What follows belongs to an exercise in optimizing a design on an open flow for small area; a production flow would make more cautious choices. The RTL was checked by simulation tests, not by an equivalence proof against the original design. Power and IR drop assume default switching activity.

### flow/design.v
module voice_filter (
    input  wire        clk,
    input  wire        rst,        
    input  wire        start,
    input  wire [31:0] x,
    input  wire        topo,       
    input  wire [1:0]  ftype,      
    input  wire [31:0] a0,
    input  wire [31:0] a1,
    input  wire [31:0] a2,
    input  wire [31:0] b1,
    input  wire [31:0] b2,
    input  wire [31:0] f1,
    input  wire [31:0] q,
    output reg         done,
    output wire [31:0] y
);
    reg [31:0] W0, W1, W2, W3, W4, W5;
    reg [2:0]  hs;
    reg        xsel, ysel;
    reg [5:0]  zf;
    reg [31:0] acc;                
    localparam [3:0] S_IDLE  = 4'd0,  S_MLOAD = 4'd1,  S_MIT   = 4'd2,
                     S_NORM  = 4'd3,  S_ROUND = 4'd4,  S_A0    = 4'd5,
                     S_SW1   = 4'd6,  S_SW2   = 4'd7,  S_A1    = 4'd8,
                     S_ALIGN = 4'd9,  S_LH    = 4'd10, S_WR    = 4'd11,
                     S_UPD0  = 4'd12, S_UPDX  = 4'd13;
    reg [3:0]  st;
    reg [3:0]  pc;                 
    reg [4:0]  cnt;                
    reg [2:0]  pend;               
    reg        swapped;
    reg [27:0] H;
    reg [26:0] L;
    reg signed [9:0] EH;
    reg        SH, SL;
    reg        nanF, infF;         
    reg        zL, iL, nL;         
    localparam [1:0] K_MUL = 2'd0, K_ADD = 2'd1, K_LH = 2'd2;
    localparam [3:0] B_R = 4'd0, B_X = 4'd1, B_X1 = 4'd2, B_X2 = 4'd3,
                     B_Y1 = 4'd4, B_Y2 = 4'd5, B_LOW = 4'd6, B_BAND = 4'd7,
                     B_ACC = 4'd8, B_A0 = 4'd9, B_A1 = 4'd10, B_A2 = 4'd11,
                     B_B1 = 4'd12, B_B2 = 4'd13, B_F1 = 4'd14, B_Q = 4'd15;
    localparam [2:0] D_NONE = 3'd0, D_ACC = 3'd1, D_LOW = 3'd2,
                     D_BAND = 3'd3, D_Y1 = 3'd4;
    function [15:0] prog;
        input       tp;
        input [1:0] ft;
        input [3:0] p;
        begin
            prog = 16'd0;
            if (!tp) begin
                case (p)
                    4'd0: prog = {K_MUL, B_X,   B_A0, 2'b00, D_ACC,  1'b0};
                    4'd1: prog = {K_MUL, B_X1,  B_A1, 2'b00, D_NONE, 1'b0};
                    4'd2: prog = {K_ADD, B_ACC, B_A0, 2'b00, D_ACC,  1'b0};
                    4'd3: prog = {K_MUL, B_X2,  B_A2, 2'b00, D_NONE, 1'b0};
                    4'd4: prog = {K_ADD, B_ACC, B_A0, 2'b00, D_ACC,  1'b0};
                    4'd5: prog = {K_MUL, B_Y1,  B_B1, 2'b00, D_NONE, 1'b0};
                    4'd6: prog = {K_ADD, B_ACC, B_A0, 2'b01, D_ACC,  1'b0};
                    4'd7: prog = {K_MUL, B_Y2,  B_B2, 2'b00, D_NONE, 1'b0};
                    default: prog = {K_ADD, B_ACC, B_A0, 2'b01, D_Y1, 1'b1};
                endcase
            end else begin
                case (p)
                    4'd0: prog = {K_MUL, B_BAND, B_Q,  2'b00, D_ACC,  1'b0};
                    4'd1: prog = {K_MUL, B_BAND, B_F1, 2'b00, D_NONE, 1'b0};
                    4'd2: prog = {K_ADD, B_LOW,  B_A0, 2'b00, D_LOW,  1'b0};
                    4'd3: prog = {K_ADD, B_X,    B_A0, 2'b01, D_NONE, 1'b0};
                    4'd4: prog = {K_ADD, B_ACC,  B_A0, 2'b10, D_ACC,  1'b0};
                    4'd5: prog = {K_MUL, B_R,    B_F1, 2'b00, D_NONE, 1'b0};
                    4'd6: prog = {K_ADD, B_BAND, B_A0, 2'b00, D_BAND, ft == 2'd1};
                    default: prog = {K_LH, (ft == 2'd0) ? B_LOW : B_ACC, B_A0,
                                     2'b00, D_NONE, 1'b1};
                endcase
            end
        end
    endfunction
    wire [15:0] cur = prog(topo, ftype, pc);
    wire [15:0] nxt = prog(topo, ftype, pc + 4'd1);
    wire [1:0]  c_kind = cur[15:14];
    wire [3:0]  c_src  = cur[13:10];
    wire [3:0]  c_coef = cur[9:6];
    wire        c_negx = cur[5];
    wire        c_negy = cur[4];
    wire [2:0]  c_dest = cur[3:1];
    wire        c_last = cur[0];
    wire [3:0]  n_first = (nxt[15:14] == K_MUL) ? S_MLOAD :
                          (nxt[15:14] == K_ADD) ? S_A0 : S_LH;
    wire        e_ovf = !EH[9] && (EH[8:0] >= 9'd255);
    wire [31:0] R = nanF ? 32'h7FC00000 :
                    (infF || e_ovf) ? {SH, 8'hFF, 23'd0} :
                    {SH, H[26] ? EH[7:0] : 8'd0, H[25:3]};
    assign y = R;
    wire [3:0] bsel = (st == S_MIT) ? c_coef :
                      (st == S_UPDX) ? B_X :
                      (st == S_SW1 || st == S_WR || st == S_UPD0) ? B_R : c_src;
    reg  [2:0] rslot;
    always @(*) begin
        case (c_src)
            B_X2:   rslot = {2'b00, xsel};
            B_X1:   rslot = {2'b00, !xsel};
            B_Y2:   rslot = {2'b01, ysel};
            B_Y1:   rslot = {2'b01, !ysel};
            B_LOW:  rslot = 3'd4;
            default: rslot = 3'd5;
        endcase
    end
    wire       src_ring = (c_src >= B_X1) && (c_src <= B_BAND);
    wire       rdy = !src_ring || (hs == rslot);
    wire       head_zero = zf[hs];
    reg  [31:0] bus;
    always @(*) begin
        case (bsel)
            B_R:    bus = R;
            B_X:    bus = x;
            B_X1, B_X2, B_Y1, B_Y2, B_LOW, B_BAND:
                    bus = head_zero ? 32'd0 : W0;
            B_ACC:  bus = acc;
            B_A0:   bus = a0;
            B_A1:   bus = a1;
            B_A2:   bus = a2;
            B_B1:   bus = b1;
            B_B2:   bus = b2;
            B_F1:   bus = f1;
            default: bus = q;
        endcase
    end
    wire [7:0]  be    = bus[30:23];
    wire [22:0] bf    = bus[22:0];
    wire        bden  = (be == 8'd0);
    wire [23:0] bm    = {!bden, bf};
    wire [7:0]  bex   = bden ? 8'd1 : be;
    wire        bzero = bden && (bf == 23'd0);
    wire        binf  = (be == 8'hFF) && (bf == 23'd0);
    wire        bnan  = (be == 8'hFF) && (bf != 23'd0);
    wire        eff_sub = SH ^ SL;
    wire        addmode = (st == S_A1) || (st == S_ALIGN);
    wire        stk     = H[0] | (|L);
    wire        rnd     = H[2] & (H[1] | stk | H[3]);
    wire [28:0] p1 = (st == S_MIT) ? (L[3] ? {2'b00, bm, 3'b000} : 29'd0) :
                     addmode ? (eff_sub ? {1'b1, ~{1'b0, L}} : {2'b00, L}) :
                     (st == S_ROUND) ? {25'd0, rnd, 3'b000} : 29'd0;
    wire [28:0] p2 = (st == S_MIT && L[4]) ? {1'b0, bm, 4'b0000} : 29'd0;
    wire [28:0] sum = {1'b0, H} + p1 + p2 + {28'd0, addmode & eff_sub};
    wire signed [9:0] s_dn = 10'sd1 - EH;             
    wire [7:0]  d_xh = bex - EH[7:0];
    wire [7:0]  d_hx = EH[7:0] - bex;
    wire        sx = bus[31] ^ c_negx;
    wire        sy = SH ^ c_negy;
    wire        y_zero = (H[26:3] == 24'd0);
    wire        yinf   = infF || e_ovf;      
    wire [2:0]  dslot = (st == S_UPDX) ? {2'b00, xsel} :
                        (st == S_UPD0) ? {2'b01, ysel} :
                        (c_dest == D_LOW) ? 3'd4 : 3'd5;
    wire        wr    = ((st == S_WR) || (st == S_UPD0) || (st == S_UPDX)) && (hs == dslot);
    wire [31:0] tail  = wr ? bus : W0;
    reg        e_useh, e_useb;
    reg signed [9:0] e_k;
    always @(*) begin
        e_useh = 1'b1; e_useb = 1'b0; e_k = 10'sd0;
        case (st)
            S_MLOAD: begin e_useh = 1'b0; e_useb = 1'b1; e_k = -10'sd126; end
            S_MIT:   begin e_useb = 1'b1; end
            S_NORM:  begin
                if (H[27] || (EH < 10'sd1 && s_dn < 10'sd2)) e_k = 10'sd1;
                else if (EH < 10'sd1) e_k = 10'sd2;
                else if ((H[26:19] == 8'd0) && (EH > 10'sd8)) e_k = -10'sd8;
                else e_k = -10'sd1;
            end
            S_ROUND: e_k = 10'sd1;
            default: begin e_useh = 1'b0; e_useb = 1'b1; end
        endcase
    end
    wire signed [9:0] eadd = (e_useh ? EH : 10'sd0) + (e_useb ? $signed({2'b00, bex}) : 10'sd0) + e_k;
    reg fin;
    always @(*) begin
        fin = 1'b0;
        case (st)
            S_MIT:   fin = (cnt == 5'd11) && (nanF || infF);
            S_ROUND: fin = 1'b1;
            S_A0:    fin = rdy && (bnan || nanF || binf || yinf || bzero || y_zero);
            S_LH:    fin = rdy;
            default: fin = 1'b0;
        endcase
    end
    always @(posedge clk) begin
        W0 <= W1; W1 <= W2; W2 <= W3; W3 <= W4; W4 <= W5;
        W5 <= tail;
        hs <= (rst || hs >= 3'd5) ? 3'd0 : hs + 3'd1;
        if (rst) begin
            zf   <= 6'b111111;
            xsel <= 1'b0;
            ysel <= 1'b0;
        end else begin
            if (wr)
                zf[hs] <= 1'b0;
            if (wr && (st == S_UPDX))
                xsel <= !xsel;
            if (wr && (st == S_UPD0))
                ysel <= !ysel;
        end
        if (pend == D_ACC)  acc <= R;
        if (rst) begin
            st   <= S_IDLE;
            pend <= D_NONE;
            done <= 1'b0;
        end else begin
            done <= 1'b0;
            pend <= D_NONE;
            if (fin && (c_dest == D_ACC))
                pend <= D_ACC;
            if (fin && (c_dest == D_NONE || c_dest == D_ACC) && !c_last)
                pc <= pc + 4'd1;
            case (st)
                S_IDLE: if (start) begin
                    pc <= 4'd0;
                    st <= S_MLOAD;
                end
                S_MLOAD: if (rdy) begin
                    L   <= {bm, 3'b000};
                    SL  <= bus[31];
                    zL  <= bzero;
                    iL  <= binf;
                    nL  <= bnan;
                    H   <= 28'd0;
                    EH  <= eadd;
                    cnt <= 5'd0;
                    st  <= S_MIT;
                end
                S_MIT: begin
                    if (cnt == 5'd0) begin
                        EH   <= eadd;
                        SH   <= SL ^ bus[31];
                        nanF <= nL || bnan || (iL && bzero) || (binf && zL);
                        infF <= iL || binf;
                    end
                    H   <= {1'b0, sum[28:2]};
                    L   <= {H[1:0], L[26:5], 3'b000};
                    cnt <= cnt + 5'd1;
                    if (cnt == 5'd11 && !(nanF || infF)) st <= S_NORM;
                end
                S_NORM: begin
                    if (H[27]) begin
                        H  <= {1'b0, H[27:1]};
                        L  <= {H[0], L[26:2], L[1] | L[0]};
                        EH <= eadd;
                    end else if (EH < 10'sd1) begin
                        if (s_dn >= 10'sd25) begin
                            H  <= 28'd0;
                            L  <= 27'd0;
                            EH <= 10'sd1;
                        end else if (s_dn >= 10'sd2) begin
                            H  <= {1'b0, sum[28:2]};
                            L  <= {H[1:0], L[26:5], L[4], L[3], |L[2:0]};
                            EH <= eadd;
                        end else begin
                            H  <= {1'b0, H[27:1]};
                            L  <= {H[0], L[26:2], L[1] | L[0]};
                            EH <= eadd;
                        end
                    end else if (!H[26] && (H != 28'd0) && (EH > 10'sd1)) begin
                        if ((H[26:19] == 8'd0) && (EH > 10'sd8)) begin
                            H  <= {H[19:0], L[26:19]};
                            L  <= {L[18:0], 8'd0};
                            EH <= eadd;
                        end else begin
                            H  <= {H[26:0], L[26]};
                            L  <= {L[25:0], 1'b0};
                            EH <= eadd;
                        end
                    end else begin
                        st <= S_ROUND;
                    end
                end
                S_ROUND: begin
                    if (sum[27]) begin
                        H  <= 28'h4000000;
                        EH <= eadd;
                    end else begin
                        H <= {sum[27:3], 3'b000};
                    end
                    L <= 27'd0;
                end
                S_A0: if (rdy) begin
                    nanF <= bnan || nanF || (binf && yinf && (sx != sy));
                    infF <= binf || yinf;
                    SH   <= sy;
                    if (!(bnan || nanF)) begin
                        if (binf || yinf) begin
                            SH <= binf ? sx : sy;
                        end else if (y_zero && bzero) begin
                            SH <= sx & sy;
                        end else if (y_zero) begin
                            H  <= {1'b0, bm, 3'b000};
                            EH <= eadd;
                            SH <= sx;
                        end else if (bzero) begin
                            SH <= sy;
                        end else if ($signed({2'b00, bex}) > EH) begin
                            swapped <= 1'b1;
                            st <= S_SW1;
                        end else begin
                            L  <= {bm, 3'b000};
                            cnt <= (d_hx >= 8'd26) ? 5'd26 : d_hx[4:0];
                            SL <= sx;
                            swapped <= 1'b0;
                            st <= S_A1;
                        end
                    end
                end
                S_SW1: begin
                    L  <= {bm, 3'b000};
                    SL <= bus[31];
                    st <= S_SW2;
                end
                S_SW2: if (rdy) begin
                    H  <= {1'b0, bm, 3'b000};
                    EH <= eadd;
                    SH <= sx;
                    cnt <= (d_xh >= 8'd26) ? 5'd26 : d_xh[4:0];
                    st <= S_A1;
                end
                S_A1: begin
                    if (eff_sub && (cnt == 5'd0) && !swapped && sum[28]) begin
                        swapped <= 1'b1;
                        st <= S_SW1;
                    end else begin
                        st <= S_ALIGN;
                    end
                end
                S_ALIGN: begin
                    if (cnt >= 5'd26) begin
                        L   <= {26'd0, |L};
                        cnt <= 5'd0;
                    end else if (cnt >= 5'd2) begin
                        L   <= {H[1:0], L[26:5], L[4], L[3], |L[2:0]};
                        cnt <= cnt - 5'd2;
                    end else if (cnt == 5'd1) begin
                        L   <= {H[0], L[26:2], L[1] | L[0]};
                        cnt <= 5'd0;
                    end else begin
                        H <= sum[27:0];
                        L <= 27'd0;
                        if (sum[27:0] == 28'd0) SH <= 1'b0;
                        st <= S_NORM;
                    end
                end
                S_LH: if (rdy) begin
                    H    <= {1'b0, bm, 3'b000};
                    EH   <= eadd;
                    SH   <= bus[31];
                    nanF <= bnan;
                    infF <= binf;
                end
                S_WR: if (hs == dslot) begin
                    if (c_last) begin
                        st   <= S_IDLE;
                        done <= 1'b1;
                    end else begin
                        pc <= pc + 4'd1;
                        st <= n_first;
                    end
                end
                S_UPDX: if (hs == dslot) st <= S_UPD0;
                S_UPD0: if (hs == dslot) begin
                    st   <= S_IDLE;
                    done <= 1'b1;
                end
                default: ;
            endcase
            if (fin) begin
                if (c_dest == D_LOW || c_dest == D_BAND)
                    st <= S_WR;
                else if (c_dest == D_Y1)
                    st <= S_UPDX;
                else if (c_last) begin
                    st   <= S_IDLE;
                    done <= 1'b1;
                end else
                    st <= n_first;
            end
        end
    end
endmodule
### flow/flow/run.sh
#!/bin/bash
# The standard layout (the standard.sh, standard synthesis included),
# with two changes: the buffer that placement puts on every input and output
# port is sky130_fd_sc_hd__buf_1, and clock tree synthesis adds no dummy
# loads, and its sink clusters and buffers are set below.
set -euo pipefail
cd "$(dirname "$0")/.."
cat >> config.mk <<'MK'
export BUFFER_PORTS_ARGS = -buffer_cell sky130_fd_sc_hd__buf_1
export CTS_ARGS = -sink_clustering_enable -repair_clock_nets -dont_use_dummy_load -sink_clustering_size 18 -sink_clustering_max_diameter 130 -buf_list {sky130_fd_sc_hd__clkbuf_16}
MK
bash standard.sh finish > standard_flow.log 2>&1
### flow/standard.sh
#!/bin/bash
# synth_recipe.tcl (not shown) runs the flow's synth.tcl, then flattens the netlist and writes it again
# the make line also repeats each setting of config.mk as NAME=value (left out here)
make -C /OpenROAD-flow-scripts/flow DESIGN_CONFIG=/design/flow/config.mk WORK_HOME=/design/flow/orfs CLKGATE_MAP_FILE= SYNTH_SCRIPT=/design/flow/synth_recipe.tcl "${@:-finish}"
### flow/config.mk
export PLATFORM = sky130hd
export DESIGN_NAME = voice_filter
export DESIGN_NICKNAME = voice_filter
export VERILOG_FILES = /design/flow/design.v
export SDC_FILE = /design/flow/constraint.sdc
export NUM_CORES = 4
export LEC_CHECK = 0
export CAP_MARGIN = 20
export CORE_MARGIN = 2
export CORE_UTILIZATION = 40
export SLEW_MARGIN = 20
export BUFFER_PORTS_ARGS = -buffer_cell sky130_fd_sc_hd__buf_1
export CTS_ARGS = -sink_clustering_enable -repair_clock_nets -dont_use_dummy_load -sink_clustering_size 18 -sink_clustering_max_diameter 130 -buf_list {sky130_fd_sc_hd__clkbuf_16}
### flow/constraint.sdc
create_clock -name core_clock -period 22.0 [get_ports {clk}]
set_input_delay 4.4000 -clock core_clock [delete_from_list [all_inputs] [get_ports {clk}]]
set_output_delay 4.4000 -clock core_clock [all_outputs]
set_load 0.01 [all_outputs]
==> run_results.csv, run 1 <==
group,metric,value,unit
status,run_status,"complete, no violations",
final_layout,nNetsFinal,3062,
routing,vias,21810,
min_path,hp-class,"flop to flop",
placement,dp_worst_setup_slack,9.140,ns
routing,wl_per_cell,28.41,µm
clock_tree,cts.repair.resized,0,
global_routing,antenna_found_initial,1,
synthesis,ys_seq_area_frac,0.3572,
critical_path,critPathMostFrequentCell,"a21oi_1",
sta,setup_tns,0,ns
routing,dr.pass1.iters,6,
synthesis,synth_warnings,1,
synthesis,synth_area_per_cell,8.756,µm²
sta,relSlewSlack,0.2421,
placement,post-dp-hpwl,73530,µm
critical_path,critical_path.max_fanout,67,
placement,gp_congestion,0.9818,
global_routing,gr-total-overflow,0,
clock_tree,cts.path.max_buffers,3,
sta,layout_min_cycle_time,12.57,ns
sta,rsz0062_at_grt,"no",
routing,finalWirelength,96070,µm
sta,holdWs,0.3212,ns
job,max-cap-violations,0,
synthesis,synth_area_leaders,"dfxtp_1 (20%), edfxtp_1 (16%), nand2_1 (5.1%), a21oi_1 (4.5%), ha_1 (4.4%)",
power_and_ir_drop,p_seq_frac,0.229,
clock_tree,cts-buffers-inserted,22,
floorplanning,fp.coreArea,0.05371,mm²
critical_path,arrival,12.83,ns
final_layout,multiInputGateArea,0.01283,mm²
critical_path,reg2reg_from,"pc[0]",
clock_tree,clockRootBuffer,"clkbuf_16",
sta,worst_slack,9.425,ns
synthesis,synth-main-ff-cell,"dfxtp_1",
synthesis,synth_fp_nets,2852,
synthesis,netlist_instances,2477,
final_layout,ff_latch_area,0.007749,mm²
global_routing,grt_max_degree,68,
synthesis,async_reset_ff_frac,0,
synthesis,synth.largest_area_cell,"dfxtp_1",
sta,fmax,79.53,MHz
floorplanning,num_rows,85,
critical_path,startpoint_type,"primary input",
power_and_ir_drop,powerDensity,172.2,mW/mm²
critical_path,critPathMaxStageDelay,1.01,ns
critical_path,end_kind,"flop",
critical_path,worst-path-buf-inv,3,
critical_path,worstSetupStartpoint,"topo",
power_and_ir_drop,power.internal,1.869,mW
floorplanning,ios,295,
placement,dp.cells,3359,
floorplanning,die_w,236.9,µm
global_routing,grt_pass1_wl,140400,µm
sta,setup_viol,0,
routing,detail_route.iter0.violations,3421,
clock_tree,cts_hold_buffers,0,
routing,ant_nets,0,
critical_path,worstPathRequired,22.25,ns
routing,viasPerCell,6.449,
sta,maxSlewViolCount,0,
clock_tree,htreeDepth,1,
placement,io_buffers,294,
power_and_ir_drop,leakagePower,9.261,nW
clock_tree,cts_setup_buffers,0,
final_layout,finish.utilization,0.4488,
clock_tree,path_clk_slew,0.08,ns
synthesis,synth-seq-cells,330,
final_layout,final_common_cell,"buf_1",
final_layout,drive_gt1_frac,0.07896,
synthesis,synth.cell_area,0.02169,mm²
power_and_ir_drop,clkPwrFrac,0.095,
min_path,worstHoldStart,"W5[15]",
final_layout,final_cell_mix,"buf_1 (294), nand2_1 (292), dfxtp_1 (215)",
final_layout,fin_cells,3382,
power_and_ir_drop,peakVddDrop,75.98,µV
final_layout,syn_to_final_growth,11.13,%
synthesis,synth_cell_types,121,
clock_tree,clkLatencyLatePin,0.57,ns
critical_path,crit_path_top_delay_cell,"and3_1",
synthesis,synth_top_area_share,0.1994,
floorplanning,initial_core_util,0.4038,
sta,worst_pin_slew,1.125,ns
sta,hold_viol_final,0,
final_layout,fillerInstances,5309,
power_and_ir_drop,comb_power_share,0.676,
floorplanning,dieArea,0.05610,mm²
sta,finClkSkew,0.04170,ns
global_routing,first_global_vias,20890,
clock_tree,tritoncts,"yes",
routing,drc,0,
global_routing,track_usage,0.3329,
power_and_ir_drop,p_sw_frac,0.5497,
floorplanning,die_y,236.9,µm
critical_path,path_class,"primary input to flop",
sta,period_share,0.5716,
critical_path,path_delay_family,"compound AO/OA/AOI/OAI gates",
synthesis,synth_edf_count,114,
clock_tree,cts_num_sinks,330,
power_and_ir_drop,p_switching,2.281,mW
## kinds of logic after synthesis
kind of cell	after synthesis	share of synthesized area
simple gates	801	0.1806
compound gates	758	0.2515
flops	330	0.3572
buf+inv	306	0.05786
fa+ha+maj	113	0.07800
xor+xnor	94	0.03796
mux	75	0.03686
## synthesized netlist by cell type (all sizes together), types with 29 or more instances
library cell    n
a22oi          34
nand3          65
inv           130
dfxtp         216
a222oi         40
and2           41
xor2           42
nor2          168
o21ai         148
clkbuf        121
nand2         293
xnor2          52
buf            55
fa             37
nand4          35
edfxtp        114
mux2i          45
mux2           29
a21oi         197
and3           34
ha             76
nor3           53
## through the flow
step,total power [mW],area [µm²]
global route,4.363,24100
finish,4.150,24100
floorplan,2.658,21690
CTS,4.053,24100
detailed placement,3.655,23550
global placement,3.641,23550
## per-layer routing
metal,part of all wire,track usage,vias up
li1,-,-,9567
met1,0.41,0.4591,10480
met2,0.42,0.4985,1512
met3,0.11,0.06657,248
met4,0.056,0.1592,2
met5,0.00011,0,-
## flip-flops by register name, indices dropped and copies added, names as in the netlist, 3 cells and up, named ones only
register  count
EH           10
H            28
L            27
W0           32
W1           32
W2           32
W3           32
W4           32
W5           32
acc          32
cnt           5
hs            3
pc            4
st            4
zf            6
## final cells by class
cell class	instances	area share
clock buffer	22	0.02284
multi-input combinational	1841	0.5322
timing repair buffer	362	0.06697
antenna	1	0.0001038
tap	696	0.03613
inverter	130	0.02025
sequential	330	0.3215
## worst reg2reg max path: cells and delay by family, from the launching register on
kind,cells,cell delay [ns]
AND/OR/NAND/NOR,6,2.31
AO/OA/AOI/OAI,17,5.01
flip-flops,1,0.48
buffers and inverters,2,0.45
adder cells (fa/ha/maj),3,0.91
## power by group through the flow
stage | combinational (mW) | clock [mW] | sequential, mW
2_1_floorplan | 1.82 | 0 | 0.839
3_3_place_gp | 2.69 | 0 | 0.955
3_5_place_dp | 2.70 | 0 | 0.956
4_1_cts | 2.71 | 0.397 | 0.942
5_1_grt | 2.99 | 0.417 | 0.958
6_report | 2.81 | 0.394 | 0.950
## worst paths after layout
check / endpoint / slack [ns] / cells past startpoint
worst max register to register: EH[1] / 12.58 / 28
worst max-delay path: EH[1] / 9.43 / 27
worst min register to register: W4[15] / 0.32 / 0
worst min-delay path: W4[15] / 0.32 / 0
==> inputs of run 2 (changes only) <==
--- a/flow/flow/run.sh
+++ b/flow/flow/run.sh
@@ -7,6 +7,6 @@
 cd "$(dirname "$0")/.."
 cat >> config.mk <<'MK'
 export BUFFER_PORTS_ARGS = -buffer_cell sky130_fd_sc_hd__buf_1
-export CTS_ARGS = -sink_clustering_enable -repair_clock_nets -dont_use_dummy_load -sink_clustering_size 18 -sink_clustering_max_diameter 130 -buf_list {sky130_fd_sc_hd__clkbuf_16}
+export CTS_ARGS = -sink_clustering_enable -repair_clock_nets -dont_use_dummy_load -sink_clustering_size 14 -sink_clustering_max_diameter 110 -buf_list {sky130_fd_sc_hd__clkbuf_16}
 MK
 bash standard.sh finish > standard_flow.log 2>&1
--- a/flow/config.mk
+++ b/flow/config.mk
@@ -10,4 +10,4 @@
 export CORE_UTILIZATION = 40
 export SLEW_MARGIN = 20
 export BUFFER_PORTS_ARGS = -buffer_cell sky130_fd_sc_hd__buf_1
-export CTS_ARGS = -sink_clustering_enable -repair_clock_nets -dont_use_dummy_load -sink_clustering_size 18 -sink_clustering_max_diameter 130 -buf_list {sky130_fd_sc_hd__clkbuf_16}
+export CTS_ARGS = -sink_clustering_enable -repair_clock_nets -dont_use_dummy_load -sink_clustering_size 14 -sink_clustering_max_diameter 110 -buf_list {sky130_fd_sc_hd__clkbuf_16}
==> run_results.csv, run 2 <==
group,metric,value,unit
status,run_status,"complete, no violations",
routing,wl_per_cell,28.35,µm
global_routing,use_met2,0.4961,
sta,finClkSkew,0.07984,ns
final_layout,post-route-cell-area,0.02425,mm²
critical_path,end_kind,"flop",
sta,rsz0062_at_grt,"no",
global_routing,antenna_found_initial,2,
floorplanning,die_w,236.9,µm
critical_path,path_delay_family,"compound AO/OA/AOI/OAI gates",
critical_path,crit_path_top_delay_cell,"and3_1",
clock_tree,clkLatencyLatePin,0.60,ns
job,max-cap-violations,0,
sta,hold_viol_final,0,
clock_tree,clockRootBuffer,"clkbuf_16",
global_routing,grt_max_degree,68,
floorplanning,fp.coreArea,0.05371,mm²
synthesis,synth_area_leaders,"dfxtp_1 (20%), edfxtp_1 (16%), nand2_1 (5.1%), a21oi_1 (4.5%), ha_1 (4.4%)",
placement,gp_congestion,0.9818,
clock_tree,cts_hold_buffers,0,
min_path,worstHoldStart,"W3[12]",
final_layout,multiInputGateArea,0.01283,mm²
synthesis,async_reset_ff_frac,0,
sta,setup_viol,0,
sta,maxSlewViolCount,0,
synthesis,synth_warnings,1,
final_layout,drive_gt1_frac,0.08101,
critical_path,critical_path.max_fanout,67,
global_routing,grt_pass1_wl,140700,µm
placement,place_area,0.02355,mm²
sta,relSlewSlack,0.2246,
synthesis,ys_seq_area_frac,0.3572,
sta,holdWs,0.3067,ns
sta,setup_tns,0,ns
final_layout,nNetsFinal,3068,
routing,viasPerCell,6.433,
critical_path,reg2reg_depth,28,
global_routing,gr-total-overflow,0,
synthesis,synth-seq-cells,330,
floorplanning,dieArea,0.05610,mm²
synthesis,synth_top_area_share,0.1994,
final_layout,syn_to_final_growth,11.82,%
floorplanning,initial_core_util,0.4038,
critical_path,startpoint_type,"primary input",
critical_path,worst-path-buf-inv,3,
power_and_ir_drop,leakagePower,9.335,nW
clock_tree,cts-buffers-inserted,28,
final_layout,final_cell_mix,"buf_1 (294), nand2_1 (292), dfxtp_1 (215)",
synthesis,synth.cell_area,0.02169,mm²
synthesis,netlist_instances,2477,
placement,io_buffers,294,
clock_tree,htreeDepth,1,
sta,layout_min_cycle_time,12.56,ns
critical_path,worstPathRequired,22.26,ns
clock_tree,path_clk_slew,0.07,ns
final_layout,fillerInstances,5300,
final_layout,final_common_cell,"buf_1",
critical_path,cp_num_cells,27,
final_layout,ff_latch_area,0.007749,mm²
placement,post-dp-hpwl,73530,µm
synthesis,synth_edf_count,114,
clock_tree,cts.repair.resized,0,
synthesis,synth-main-ff-cell,"dfxtp_1",
synthesis,ys_top_cells_by_count,"nand2_1 (293), dfxtp_1 (216), a21oi_1 (194)",
floorplanning,die_y,236.9,µm
clock_tree,cts.path.max_buffers,3,
global_routing,use_met3,0.06575,
routing,detail_route.iter0.violations,3047,
synthesis,synth_cell_types,121,
global_routing,use_met1,0.4620,
synthesis,yosysMostFrequentCell,"nand2_1",
floorplanning,ios,295,
sta,period_share,0.5708,
critical_path,reg2reg_from,"pc[0]",
power_and_ir_drop,peakVddDrop,77.55,µV
min_path,hp-class,"flop to flop",
sta,worst_pin_slew,1.134,ns
routing,vias,21800,
clock_tree,cts_num_sinks,330,
routing,drc,0,
routing,ant_nets,0,
power_and_ir_drop,powerDensity,173.3,mW/mm²
sta,fmax,79.64,MHz
critical_path,critPathMostFrequentCell,"a21oi_1",
synthesis,synth.largest_area_cell,"dfxtp_1",
clock_tree,cts_setup_buffers,0,
synthesis,synth_fp_nets,2852,
critical_path,path_class,"primary input to flop",
clock_tree,tritoncts,"yes",
critical_path,arrival,12.82,ns
min_path,hold_depth,0,
global_routing,first_global_vias,20920,
global_routing,track_usage,0.3332,
routing,finalWirelength,96060,µm
global_routing,busiest_layer,"met2",
synthesis,synth_area_per_cell,8.756,µm²
critical_path,worstSetupStartpoint,"topo",
floorplanning,num_rows,85,
routing,dr.pass1.iters,10,
critical_path,critPathMaxStageDelay,1.01,ns
run 2: report_power, final:
| group | switching (mW) | total [mW] | internal, mW |
|---|---|---|---|
| clock network | 0.227 | 0.450 | 0.222 |
| registers | 0.173 | 0.952 | 0.778 |
| logic | 1.89 | 2.80 | 0.914 |
run 2: worst paths after layout:
check,slack (ns),to
min reg2reg,0.31,W2[12]
max,9.44,EH[2]
max reg2reg,12.60,EH[2]
min,0.31,W2[12]
run 2: metrics by stage:
step                      std cells  power, mW    util  setup slack [ns]
after CTS                      3387      4.112  0.4515             9.679
final                          3388      4.204  0.4516             9.443
after global placement         3359      3.641  0.4385             9.289
after global routing           3388      4.420  0.4516             9.022
after detailed placement       3359      3.655  0.4385             9.140
after floorplan                2477      2.658       -             8.234
run 2: kinds of logic after synthesis:
logic type / Yosys count / synth area share
and+or+nand+nor: 801 / 0.1806
xor gates and xnor gates: 94 / 0.03796
buffers and inverters: 306 / 0.05786
muxes: 75 / 0.03686
DFF: 330 / 0.3572
adders and majority gates: 113 / 0.07800
AOI/OAI and AO/OA: 758 / 0.2515
run 2: metal layers:
layer | share of wire | wire length [µm]
met5 | 0 | 0
met4 | 0.054 | 5224
met3 | 0.11 | 10730
met2 | 0.42 | 40540
met1 | 0.41 | 39560
run 2: final cells by class:
class / instances / area share
Clock buffer: 28 / 0.02889
Multi-Input combinational cell: 1841 / 0.5289
Antenna cell: 1 / 0.0001032
Tap cell: 696 / 0.03591
Inverter: 130 / 0.02012
Sequential cell: 330 / 0.3195
Timing Repair Buffer: 362 / 0.06655
==> inputs of run 3 (changes only) <==
--- a/flow/design.v
+++ b/flow/design.v
@@ -35,7 +35,6 @@
     reg signed [9:0] EH;
     reg        SH, SL;
     reg        nanF, infF;         
-    reg        zL, iL, nL;         
     localparam [1:0] K_MUL = 2'd0, K_ADD = 2'd1, K_LH = 2'd2;
     localparam [3:0] B_R = 4'd0, B_X = 4'd1, B_X1 = 4'd2, B_X2 = 4'd3,
                      B_Y1 = 4'd4, B_Y2 = 4'd5, B_LOW = 4'd6, B_BAND = 4'd7,
@@ -220,9 +219,8 @@
                 S_MLOAD: if (rdy) begin
                     L   <= {bm, 3'b000};
                     SL  <= bus[31];
-                    zL  <= bzero;
-                    iL  <= binf;
-                    nL  <= bnan;
+                    nanF <= bnan;    
+                    infF <= binf;    
                     H   <= 28'd0;
                     EH  <= eadd;
                     cnt <= 5'd0;
@@ -232,8 +230,8 @@
                     if (cnt == 5'd0) begin
                         EH   <= eadd;
                         SH   <= SL ^ bus[31];
-                        nanF <= nL || bnan || (iL && bzero) || (binf && zL);
-                        infF <= iL || binf;
+                        nanF <= nanF || bnan || (infF && bzero) || (binf && !(|L));
+                        infF <= infF || binf;
                     end
                     H   <= {1'b0, sum[28:2]};
                     L   <= {H[1:0], L[26:5], 3'b000};
--- a/flow/flow/run.sh
+++ b/flow/flow/run.sh
@@ -7,6 +7,6 @@
 cd "$(dirname "$0")/.."
 cat >> config.mk <<'MK'
 export BUFFER_PORTS_ARGS = -buffer_cell sky130_fd_sc_hd__buf_1
-export CTS_ARGS = -sink_clustering_enable -repair_clock_nets -dont_use_dummy_load -sink_clustering_size 14 -sink_clustering_max_diameter 110 -buf_list {sky130_fd_sc_hd__clkbuf_16}
+export CTS_ARGS = -sink_clustering_enable -repair_clock_nets -dont_use_dummy_load -sink_clustering_size 16 -sink_clustering_max_diameter 120 -buf_list {sky130_fd_sc_hd__clkbuf_16}
 MK
 bash standard.sh finish > standard_flow.log 2>&1
--- a/flow/config.mk
+++ b/flow/config.mk
@@ -10,4 +10,4 @@
 export CORE_UTILIZATION = 40
 export SLEW_MARGIN = 20
 export BUFFER_PORTS_ARGS = -buffer_cell sky130_fd_sc_hd__buf_1
-export CTS_ARGS = -sink_clustering_enable -repair_clock_nets -dont_use_dummy_load -sink_clustering_size 14 -sink_clustering_max_diameter 110 -buf_list {sky130_fd_sc_hd__clkbuf_16}
+export CTS_ARGS = -sink_clustering_enable -repair_clock_nets -dont_use_dummy_load -sink_clustering_size 16 -sink_clustering_max_diameter 120 -buf_list {sky130_fd_sc_hd__clkbuf_16}
==> run_results.csv, run 3 <==
group,metric,value,unit
synthesis,synth_cell_types,104,
critical_path,reg2reg_from,"EH[1]",
final_layout,nNetsFinal,3171,
synthesis,synth_area_leaders,"dfxtp_1 (20%), edfxtp_1 (15%), nand2_1 (5.9%), a21oi_1 (4.7%), ha_1 (4.4%)",
sta,rsz0062_at_grt,"no",
critical_path,worstSetupStartpoint,"topo",
routing,dr.pass1.iters,12,
power_and_ir_drop,leakagePower,9.367,nW
global_routing,track_usage,0.3403,
critical_path,worstPathRequired,22.47,ns
clock_tree,cts_setup_buffers,0,
critical_path,endpoint,"st[2]",
sta,hold_viol_final,0,
routing,detail_route.iter0.violations,3108,
global_routing,antenna_found_initial,3,
global_routing,use_met2,0.5389,
final_layout,fillerInstances,5383,
routing,viasPerCell,6.352,
final_layout,final_cell_mix,"nand2_1 (339), buf_1 (294), nor2_1 (219)",
critical_path,path_class,"primary input to flop",
final_layout,finish.utilization,0.4495,
synthesis,netlist_instances,2591,
global_routing,grt_pass1_wl,142900,µm
synthesis,synth_edf_count,111,
final_layout,final_common_cell,"nand2_1",
placement,io_buffers,294,
global_routing,use_met3,0.05829,
placement,place_area,0.02349,mm²
synthesis,yosysMostFrequentCell,"nand2_1",
floorplanning,die_y,236.5,µm
final_layout,fin_cells,3492,
critical_path,r2r_setup_slack,12.87,ns
critical_path,end_kind,"flop",
floorplanning,die_w,236.5,µm
placement,gp_congestion,0.9844,
sta,layout_min_cycle_time,12.37,ns
clock_tree,cts-buffers-inserted,24,
global_routing,first_global_vias,21220,
sta,worst_slack,9.627,ns
floorplanning,initial_core_util,0.4035,
final_layout,drive_gt1_frac,0.05834,
power_and_ir_drop,peakVddDrop,72.69,µV
routing,vias,22180,
placement,dp_worst_setup_slack,9.200,ns
placement,dp.cells,3466,
clock_tree,path_clk_slew,0.08,ns
synthesis,synth_fp_nets,2966,
power_and_ir_drop,powerDensity,154.4,mW/mm²
critical_path,reg2reg_depth,28,
synthesis,synth-seq-cells,327,
synthesis,synth.cell_area,0.02163,mm²
sta,finClkSkew,0.02434,ns
synthesis,ys_seq_area_frac,0.3540,
min_path,hp-class,"flop to flop",
sta,setup_tns,0,ns
synthesis,synth.largest_area_cell,"dfxtp_1",
routing,drc,0,
floorplanning,fp.coreArea,0.05360,mm²
status,run_status,"complete, no violations",
clock_tree,cts_hold_buffers,0,
sta,setup_viol,0,
synthesis,synth-main-ff-cell,"dfxtp_1",
synthesis,async_reset_ff_frac,0,
clock_tree,htreeDepth,1,
sta,worst_pin_slew,1.175,ns
routing,finalWirelength,98750,µm
global_routing,use_met1,0.4635,
job,max-cap-violations,0,
final_layout,syn_to_final_growth,11.38,%
floorplanning,ios,295,
synthesis,synth_top_area_share,0.1999,
critical_path,critical_path.max_fanout,24,
power_and_ir_drop,total_power,3.719,mW
global_routing,grt_max_degree,55,
sta,relSlewSlack,0.2159,
clock_tree,clockRootBuffer,"clkbuf_16",
global_routing,busiest_layer,"met2",
floorplanning,num_rows,85,
sta,holdWs,0.3142,ns
clock_tree,clkLatencyLatePin,0.56,ns
clock_tree,cts.path.max_buffers,3,
synthesis,synth_area_per_cell,8.348,µm²
synthesis,synth_warnings,1,
sta,maxSlewViolCount,0,
sta,fmax,80.82,MHz
critical_path,arrival,12.85,ns
sta,period_share,0.5624,
critical_path,startpoint_type,"primary input",
clock_tree,tritoncts,"yes",
floorplanning,dieArea,0.05595,mm²
synthesis,ys_top_cells_by_count,"nand2_1 (339), nor2_1 (224), dfxtp_1 (216)",
critical_path,rr_endpoint,"st[2]",
final_layout,post-route-cell-area,0.02409,mm²
clock_tree,cts_num_sinks,327,
routing,ant_nets,0,
clock_tree,cts.repair.resized,0,
global_routing,gr-total-overflow,0,
routing,wl_per_cell,28.28,µm
placement,post-dp-hpwl,74390,µm
run 3: area by class of cell:
cell class | instances | area (µm²) | area share
tap | 696 | 870.8 | 0.03615
clock buffer | 24 | 600.6 | 0.02493
inverter | 134 | 503.0 | 0.02088
antenna | 2 | 5.005 | 0.0002077
timing repair buffer | 358 | 1584 | 0.06575
multi-input combinational | 1951 | 12870 | 0.5342
sequential | 327 | 7659 | 0.3179
run 3: how the worst min path moves through the flow:
stage                      start      to  slack (ns)  cells after the start
after detailed placement  W1[14]  W0[14]        0.31                      0
final                     W5[28]  W4[28]        0.31                      0
after floorplan            W1[0]   W0[0]        0.31                      0
after global routing      W5[28]  W4[28]        0.32                      0
after CTS                 W5[28]  W4[28]        0.32                      0
after global placement     W3[8]   W2[8]        0.31                      0
run 3: critical path, cell delays in order:
cell and delay, ns:
buf_1 0.59, o21ai_1 0.36, o31ai_2 0.72, a21oi_4 0.10, buf_4 0.28, nand2_1 0.64, o221ai_1 0.24, a211oi_1 0.62
nor2_1 0.27, a22oi_1 0.28, fa_1 0.45, inv_1 0.07, ha_1 0.25, o21ai_0 0.09, a21boi_0 0.13, a41o_1 0.30
o21a_1 0.21, a211o_1 0.29, o311a_1 0.34, o41ai_1 0.68, o2111ai_1 0.22, a21oi_1 0.21, xnor2_1 0.19, o311ai_0 0.38
mux2i_1 0.12, mux2_2 0.31, nor2_1 0.08
run 3: routing by layer:
metal,vias to the layer above,share of wire
li1,9765,-
met1,10770,0.41
met2,1416,0.44
met3,232,0.098
met4,2,0.043
met5,-,0.00011
run 3: power by group:
part	switching, mW	leakage [nW]	internal, mW
combinational	1.62	6.27	0.786
clock	0.215	0.296	0.193
sequential	0.159	2.80	0.749
total	1.99	9.37	1.73
run 3: kinds of logic after synthesis:
kind of cell	synth area share
flops	0.3540
compound gates	0.2406
xor+xnor	0.03968
buf+inv	0.05709
simple gates	0.1961
mux	0.03430
fa+ha+maj	0.07820
==> inputs of run 4 (changes only) <==
--- a/flow/design.v
+++ b/flow/design.v
@@ -108,23 +108,19 @@
     wire       src_ring = (c_src >= B_X1) && (c_src <= B_BAND);
     wire       rdy = !src_ring || (hs == rslot);
     wire       head_zero = zf[hs];
-    reg  [31:0] bus;
-    always @(*) begin
-        case (bsel)
-            B_R:    bus = R;
-            B_X:    bus = x;
-            B_X1, B_X2, B_Y1, B_Y2, B_LOW, B_BAND:
-                    bus = head_zero ? 32'd0 : W0;
-            B_ACC:  bus = acc;
-            B_A0:   bus = a0;
-            B_A1:   bus = a1;
-            B_A2:   bus = a2;
-            B_B1:   bus = b1;
-            B_B2:   bus = b2;
-            B_F1:   bus = f1;
-            default: bus = q;
-        endcase
-    end
+    wire [31:0] bus =
+        ({32{bsel == B_R}}   & R)  |
+        ({32{bsel == B_X}}   & x)  |
+        ({32{src_ring && (st != S_MIT) && (st != S_SW1) && (st != S_WR) &&
+             (st != S_UPD0) && (st != S_UPDX) && !head_zero}} & W0) |
+        ({32{bsel == B_ACC}} & acc) |
+        ({32{bsel == B_A0}}  & a0) |
+        ({32{bsel == B_A1}}  & a1) |
+        ({32{bsel == B_A2}}  & a2) |
+        ({32{bsel == B_B1}}  & b1) |
+        ({32{bsel == B_B2}}  & b2) |
+        ({32{bsel == B_F1}}  & f1) |
+        ({32{bsel == B_Q}}   & q);
     wire [7:0]  be    = bus[30:23];
     wire [22:0] bf    = bus[22:0];
     wire        bden  = (be == 8'd0);
@@ -183,6 +179,58 @@
             default: fin = 1'b0;
         endcase
     end
+    wire norm   = (st == S_NORM);
+    wire n_r1a  = norm && H[27];
+    wire n_und  = norm && !H[27] && (EH < 10'sd1);
+    wire n_col  = n_und && (s_dn >= 10'sd25);
+    wire n_r2   = n_und && !(s_dn >= 10'sd25) && (s_dn >= 10'sd2);
+    wire n_r1b  = n_und && (s_dn < 10'sd2);
+    wire n_left = norm && !H[27] && !(EH < 10'sd1) && !H[26] && (H != 28'd0) && (EH > 10'sd1);
+    wire n_l8   = n_left && (H[26:19] == 8'd0) && (EH > 10'sd8);
+    wire n_l1   = n_left && !((H[26:19] == 8'd0) && (EH > 10'sd8));
+    wire a0go   = (st == S_A0) && rdy && !(bnan || nanF) && !(binf || yinf);
+    wire a0_ld  = a0go && y_zero && !bzero;
+    wire a0_nrm = a0go && !y_zero && !bzero && !($signed({2'b00, bex}) > EH);
+    wire al     = (st == S_ALIGN);
+    wire al_col = al && (cnt >= 5'd26);
+    wire al_r2  = al && (cnt < 5'd26) && (cnt >= 5'd2);
+    wire al_r1  = al && (cnt == 5'd1);
+    wire al_add = al && (cnt == 5'd0);
+    wire rnd_c  = (st == S_ROUND) && sum[27];
+    wire h_clr = ((st == S_MLOAD) && rdy) || n_col;
+    wire h_s2  = (st == S_MIT) || n_r2;
+    wire h_r1  = n_r1a || n_r1b;
+    wire h_ld  = a0_ld || ((st == S_SW2) && rdy) || ((st == S_LH) && rdy);
+    wire h_sum = al_add;
+    wire h_rnd = (st == S_ROUND) && !sum[27];
+    wire h_en  = h_clr || h_s2 || h_r1 || n_l8 || n_l1 || h_ld || h_sum || h_rnd || rnd_c;
+    wire [27:0] H_n =
+        ({28{h_s2}}  & {1'b0, sum[28:2]}) |
+        ({28{h_r1}}  & {1'b0, H[27:1]}) |
+        ({28{n_l8}}  & {H[19:0], L[26:19]}) |
+        ({28{n_l1}}  & {H[26:0], L[26]}) |
+        ({28{h_ld}}  & {1'b0, bm, 3'b000}) |
+        ({28{h_sum}} & sum[27:0]) |
+        ({28{h_rnd}} & {sum[27:3], 3'b000}) |
+        ({28{rnd_c}} & 28'h4000000);
+    wire l_ld  = ((st == S_MLOAD) && rdy) || a0_nrm || (st == S_SW1);
+    wire l_m   = (st == S_MIT);
+    wire l_r2  = n_r2 || al_r2;
+    wire l_r1  = n_r1a || n_r1b || al_r1;
+    wire l_clr = n_col || (st == S_ROUND) || al_add;
+    wire l_en  = l_ld || l_m || l_r2 || l_r1 || n_l8 || n_l1 || l_clr || al_col;
+    wire [26:0] L_n =
+        ({27{l_ld}}   & {bm, 3'b000}) |
+        ({27{l_m}}    & {H[1:0], L[26:5], 3'b000}) |
+        ({27{l_r2}}   & {H[1:0], L[26:5], L[4], L[3], |L[2:0]}) |
+        ({27{l_r1}}   & {H[0], L[26:2], L[1] | L[0]}) |
+        ({27{n_l8}}   & {L[18:0], 8'd0}) |
+        ({27{n_l1}}   & {L[25:0], 1'b0}) |
+        ({27{al_col}} & {26'd0, |L});
+    always @(posedge clk) begin
+        if (h_en) H <= H_n;
+        if (l_en) L <= L_n;
+    end
     always @(posedge clk) begin
         W0 <= W1; W1 <= W2; W2 <= W3; W3 <= W4; W4 <= W5;
         W5 <= tail;
@@ -217,11 +265,9 @@
                     st <= S_MLOAD;
                 end
                 S_MLOAD: if (rdy) begin
-                    L   <= {bm, 3'b000};
                     SL  <= bus[31];
                     nanF <= bnan;    
                     infF <= binf;    
-                    H   <= 28'd0;
                     EH  <= eadd;
                     cnt <= 5'd0;
                     st  <= S_MIT;
@@ -233,38 +279,24 @@
                         nanF <= nanF || bnan || (infF && bzero) || (binf && !(|L));
                         infF <= infF || binf;
                     end
-                    H   <= {1'b0, sum[28:2]};
-                    L   <= {H[1:0], L[26:5], 3'b000};
                     cnt <= cnt + 5'd1;
                     if (cnt == 5'd11 && !(nanF || infF)) st <= S_NORM;
                 end
                 S_NORM: begin
                     if (H[27]) begin
-                        H  <= {1'b0, H[27:1]};
-                        L  <= {H[0], L[26:2], L[1] | L[0]};
                         EH <= eadd;
                     end else if (EH < 10'sd1) begin
                         if (s_dn >= 10'sd25) begin
-                            H  <= 28'd0;
-                            L  <= 27'd0;
                             EH <= 10'sd1;
                         end else if (s_dn >= 10'sd2) begin
-                            H  <= {1'b0, sum[28:2]};
-                            L  <= {H[1:0], L[26:5], L[4], L[3], |L[2:0]};
                             EH <= eadd;
                         end else begin
-                            H  <= {1'b0, H[27:1]};
-                            L  <= {H[0], L[26:2], L[1] | L[0]};
                             EH <= eadd;
                         end
                     end else if (!H[26] && (H != 28'd0) && (EH > 10'sd1)) begin
                         if ((H[26:19] == 8'd0) && (EH > 10'sd8)) begin
-                            H  <= {H[19:0], L[26:19]};
-                            L  <= {L[18:0], 8'd0};
                             EH <= eadd;
                         end else begin
-                            H  <= {H[26:0], L[26]};
-                            L  <= {L[25:0], 1'b0};
                             EH <= eadd;
                         end
                     end else begin
@@ -273,12 +305,9 @@
                 end
                 S_ROUND: begin
                     if (sum[27]) begin
-                        H  <= 28'h4000000;
                         EH <= eadd;
                     end else begin
-                        H <= {sum[27:3], 3'b000};
                     end
-                    L <= 27'd0;
                 end
                 S_A0: if (rdy) begin
                     nanF <= bnan || nanF || (binf && yinf && (sx != sy));
@@ -290,7 +319,6 @@
                         end else if (y_zero && bzero) begin
                             SH <= sx & sy;
                         end else if (y_zero) begin
-                            H  <= {1'b0, bm, 3'b000};
                             EH <= eadd;
                             SH <= sx;
                         end else if (bzero) begin
@@ -299,7 +327,6 @@
                             swapped <= 1'b1;
                             st <= S_SW1;
                         end else begin
-                            L  <= {bm, 3'b000};
                             cnt <= (d_hx >= 8'd26) ? 5'd26 : d_hx[4:0];
                             SL <= sx;
                             swapped <= 1'b0;
@@ -308,12 +335,10 @@
                     end
                 end
                 S_SW1: begin
-                    L  <= {bm, 3'b000};
                     SL <= bus[31];
                     st <= S_SW2;
                 end
                 S_SW2: if (rdy) begin
-                    H  <= {1'b0, bm, 3'b000};
                     EH <= eadd;
                     SH <= sx;
                     cnt <= (d_xh >= 8'd26) ? 5'd26 : d_xh[4:0];
@@ -329,23 +354,17 @@
                 end
                 S_ALIGN: begin
                     if (cnt >= 5'd26) begin
-                        L   <= {26'd0, |L};
                         cnt <= 5'd0;
                     end else if (cnt >= 5'd2) begin
-                        L   <= {H[1:0], L[26:5], L[4], L[3], |L[2:0]};
                         cnt <= cnt - 5'd2;
                     end else if (cnt == 5'd1) begin
-                        L   <= {H[0], L[26:2], L[1] | L[0]};
                         cnt <= 5'd0;
                     end else begin
-                        H <= sum[27:0];
-                        L <= 27'd0;
                         if (sum[27:0] == 28'd0) SH <= 1'b0;
                         st <= S_NORM;
                     end
                 end
                 S_LH: if (rdy) begin
-                    H    <= {1'b0, bm, 3'b000};
                     EH   <= eadd;
                     SH   <= bus[31];
                     nanF <= bnan;
==> run_results.csv, run 4 <==
group,metric,value,unit
placement,post-dp-hpwl,63180,µm
power_and_ir_drop,powerDensity,159.0,mW/mm²
placement,gp_congestion,0.9810,
clock_tree,cts.path.max_buffers,3,
synthesis,synth-seq-cells,327,
sta,layout_min_cycle_time,12.71,ns
final_layout,antennaDiodeCount,0,
synthesis,synth.largest_area_cell,"dfxtp_1",
sta,finClkSkew,0.06029,ns
routing,wl_per_cell,26.35,µm
floorplanning,initial_core_util,0.4038,
global_routing,grt_max_degree,54,
min_path,worstHoldStart,"W3[0]",
floorplanning,dieArea,0.05225,mm²
synthesis,synth_fp_nets,2621,
sta,setup_viol,0,
clock_tree,cts_hold_buffers,0,
clock_tree,htreeDepth,1,
power_and_ir_drop,comb_power_share,0.612,
synthesis,synth_warnings,1,
sta,setup_tns,0,ns
clock_tree,clockRootBuffer,"clkbuf_16",
floorplanning,num_rows,82,
synthesis,synth_edf_count,111,
power_and_ir_drop,leakagePower,8.767,nW
global_routing,gr-total-overflow,0,
status,run_status,"complete, no violations",
sta,worst_pin_slew,1.065,ns
final_layout,final_common_cell,"buf_1",
clock_tree,cts_setup_buffers,0,
final_layout,final_cell_mix,"buf_1 (294), nand2_1 (276), dfxtp_1 (215)",
job,max-cap-violations,0,
clock_tree,cts.repair.resized,0,
clock_tree,cts-buffers-inserted,24,
routing,dr.pass1.iters,10,
power_and_ir_drop,p_sw_frac,0.5264,
sta,rsz0062_at_grt,"no",
final_layout,ff_latch_area,0.007659,mm²
routing,ant_nets,0,
floorplanning,ios,295,
routing,vias,19940,
routing,detail_route.iter0.violations,2916,
final_layout,drive_gt1_frac,0.06074,
critical_path,worstSetupStartpoint,"topo",
final_layout,fillerInstances,4898,
synthesis,ys_seq_area_frac,0.3796,
placement,io_buffers,294,
power_and_ir_drop,power.internal,1.704,mW
synthesis,synth_top_area_share,0.2143,
global_routing,antenna_found_initial,0,
critical_path,path_class,"primary input to flop",
sta,maxSlewViolCount,0,
sta,period_share,0.5778,
synthesis,synth.cell_area,0.02017,mm²
critical_path,arrival,13.04,ns
final_layout,multiInputGateArea,0.01142,mm²
routing,viasPerCell,6.314,
floorplanning,fp.coreArea,0.04997,mm²
power_and_ir_drop,p_seq_frac,0.275,
synthesis,ys_top_cells_by_count,"nand2_1 (278), dfxtp_1 (216), inv_1 (153)",
clock_tree,cts_num_sinks,327,
sta,relSlewSlack,0.2898,
clock_tree,clkLatencyLatePin,0.58,ns
clock_tree,tritoncts,"yes",
power_and_ir_drop,p_switching,1.894,mW
synthesis,synth-main-ff-cell,"dfxtp_1",
synthesis,synth_area_leaders,"dfxtp_1 (21%), edfxtp_1 (17%), nand2_1 (5.2%), ha_1 (4.7%), fa_1 (3.7%)",
critical_path,reg2reg_from,"pc[0]",
min_path,hp-class,"flop to flop",
power_and_ir_drop,clkPwrFrac,0.114,
global_routing,grt_pass1_wl,122400,µm
sta,hold_viol_final,0,
final_layout,nNetsFinal,2863,
floorplanning,die_y,228.6,µm
global_routing,first_global_vias,18920,
synthesis,yosysMostFrequentCell,"nand2_1",
synthesis,async_reset_ff_frac,0,
synthesis,netlist_instances,2246,
critical_path,worstPathRequired,22.33,ns
synthesis,synth_area_per_cell,8.982,µm²
final_layout,syn_to_final_growth,12.18,%
critical_path,critical_path.max_fanout,33,
power_and_ir_drop,peakVddDrop,85.26,µV
synthesis,synth_cell_types,103,
routing,drc,0,
floorplanning,die_w,228.6,µm
critical_path,end_kind,"flop",
final_layout,finish.utilization,0.4529,
critical_path,startpoint_type,"primary input",
clock_tree,path_clk_slew,0.08,ns
sta,fmax,78.67,MHz
global_routing,track_usage,0.3057,
routing,finalWirelength,83230,µm
==> run 4: kinds of logic after synthesis <==
family	count (synthesis)	share of synthesized area
AOI/OAI and AO/OA	670	0.2396
xor gates and xnor gates	88	0.03820
adders and majority gates	113	0.08385
buffers and inverters	288	0.05910
DFF	327	0.3796
muxes	58	0.03281
and+or+nand+nor	702	0.1669
==> run 4: area by class of cell <==
type | count | area share
repair buffers | 350 | 0.06789
inverters | 154 | 0.02554
flip-flops and latches | 327 | 0.3384
clock buffers | 24 | 0.02654
multi-input cells | 1631 | 0.5045
well taps | 672 | 0.03715
==> run 4: critical path, stage by stage <==
cell and delay (ns):
buf_1 0.51, nand2_1 0.21, nor3_1 0.73, o21a_4 0.60, nand2_1 0.55, nor2_1 0.59, a221oi_1 0.19, o211ai_1 0.13
buf_4 0.21, nand2_1 0.09, fa_1 0.52, inv_1 0.05, ha_1 0.33, and3_1 0.20, a21oi_1 0.17, a31oi_1 0.20
a41o_1 0.32, o41ai_1 0.52, o2111ai_1 0.28, a41o_1 0.33, nand4_1 0.12, nand2_1 0.08, o311a_1 0.30, nor2_1 0.12
xnor2_1 0.21, nand2b_1 0.19, nand2_1 0.38, a221o_1 0.47
==> run 4: stage by stage <==
stage	worst slack (ns)	area (µm²)	power [mW]	hold WS (ns)	std cells
after global routing	8.754	22630	3.767	0.3113	3158
after floorplan	11.07	20170	2.317	0.3096	2246
final	9.288	22630	3.599	0.2950	3158
after CTS	9.466	22630	3.533	0.3014	3158
after detailed placement	8.881	22030	3.118	0.3121	3134
after global placement	9.097	22010	3.110	0.3096	3133
==> run 4: final timing paths <==
kind	to	slack [ns]	depth (start not counted)
worst min register to register	W2[0]	0.30	0
worst max register to register	H[17]	12.41	30
worst min-delay path	W2[0]	0.30	0
worst max-delay path	H[17]	9.29	28
==> run 4: metal layers <==
metal	up-vias	share of wire	wire length, µm	global-route usage
met5	-	0	0	0
met4	0	0.046	3850	0.1287
met3	201	0.11	9543	0.06100
met1	9634	0.41	33820	0.4174
met2	1320	0.43	36010	0.4711
li1	8786	-	-	-
==> run 4: power by group through the flow <==
stage	sequential, mW	combinational, mW	clock, mW
6_report	0.989	2.20	0.409
5_1_grt	0.993	2.35	0.428
4_1_cts	0.976	2.15	0.410
3_5_place_dp	0.988	2.13	0
3_3_place_gp	0.988	2.12	0
2_1_floorplan	0.872	1.44	0

-- re-timing with driven ports --
The flow's constraints put no driver on any port. The routed layouts listed below were extracted and timed again, unchanged, in two steps. Step 1 assumes that a clkbuf_16 drives the clock port and a buf_2 every other input. Step 2, shift: input delay + t, output delay - t, t = (earliest + latest rising clock arrival at the registers) / 2. This alone moves slack from input paths to output paths. a / b / c = ideal / step 1 / step 2; a / b = the first two.
| run | shift t [ns] | slack for setup (ns) | slew at the worst register clock pin (ns) | worst data-port slew with drivers (ns) |
|---|---|---|---|---|
| run 1 | 0.603 | 9.425 / 9.459 / 8.856 | 0.10 / 0.10 | 0.15 |
| run 2 | 0.619 | 9.443 / 9.476 / 8.857 | 0.08 / 0.08 | 0.15 |
| run 3 | 0.608 | 9.627 / 9.653 / 9.045 | 0.09 / 0.09 | 0.09 |
| run 4 | 0.611 | 9.288 / 9.321 / 8.710 | 0.08 / 0.08 | 0.06 |
After both steps setup and hold are still met in every run listed. For run 2, which loses most, drivers alone change the setup slack by +0.033 ns; drivers and shift together by -0.586 ns.
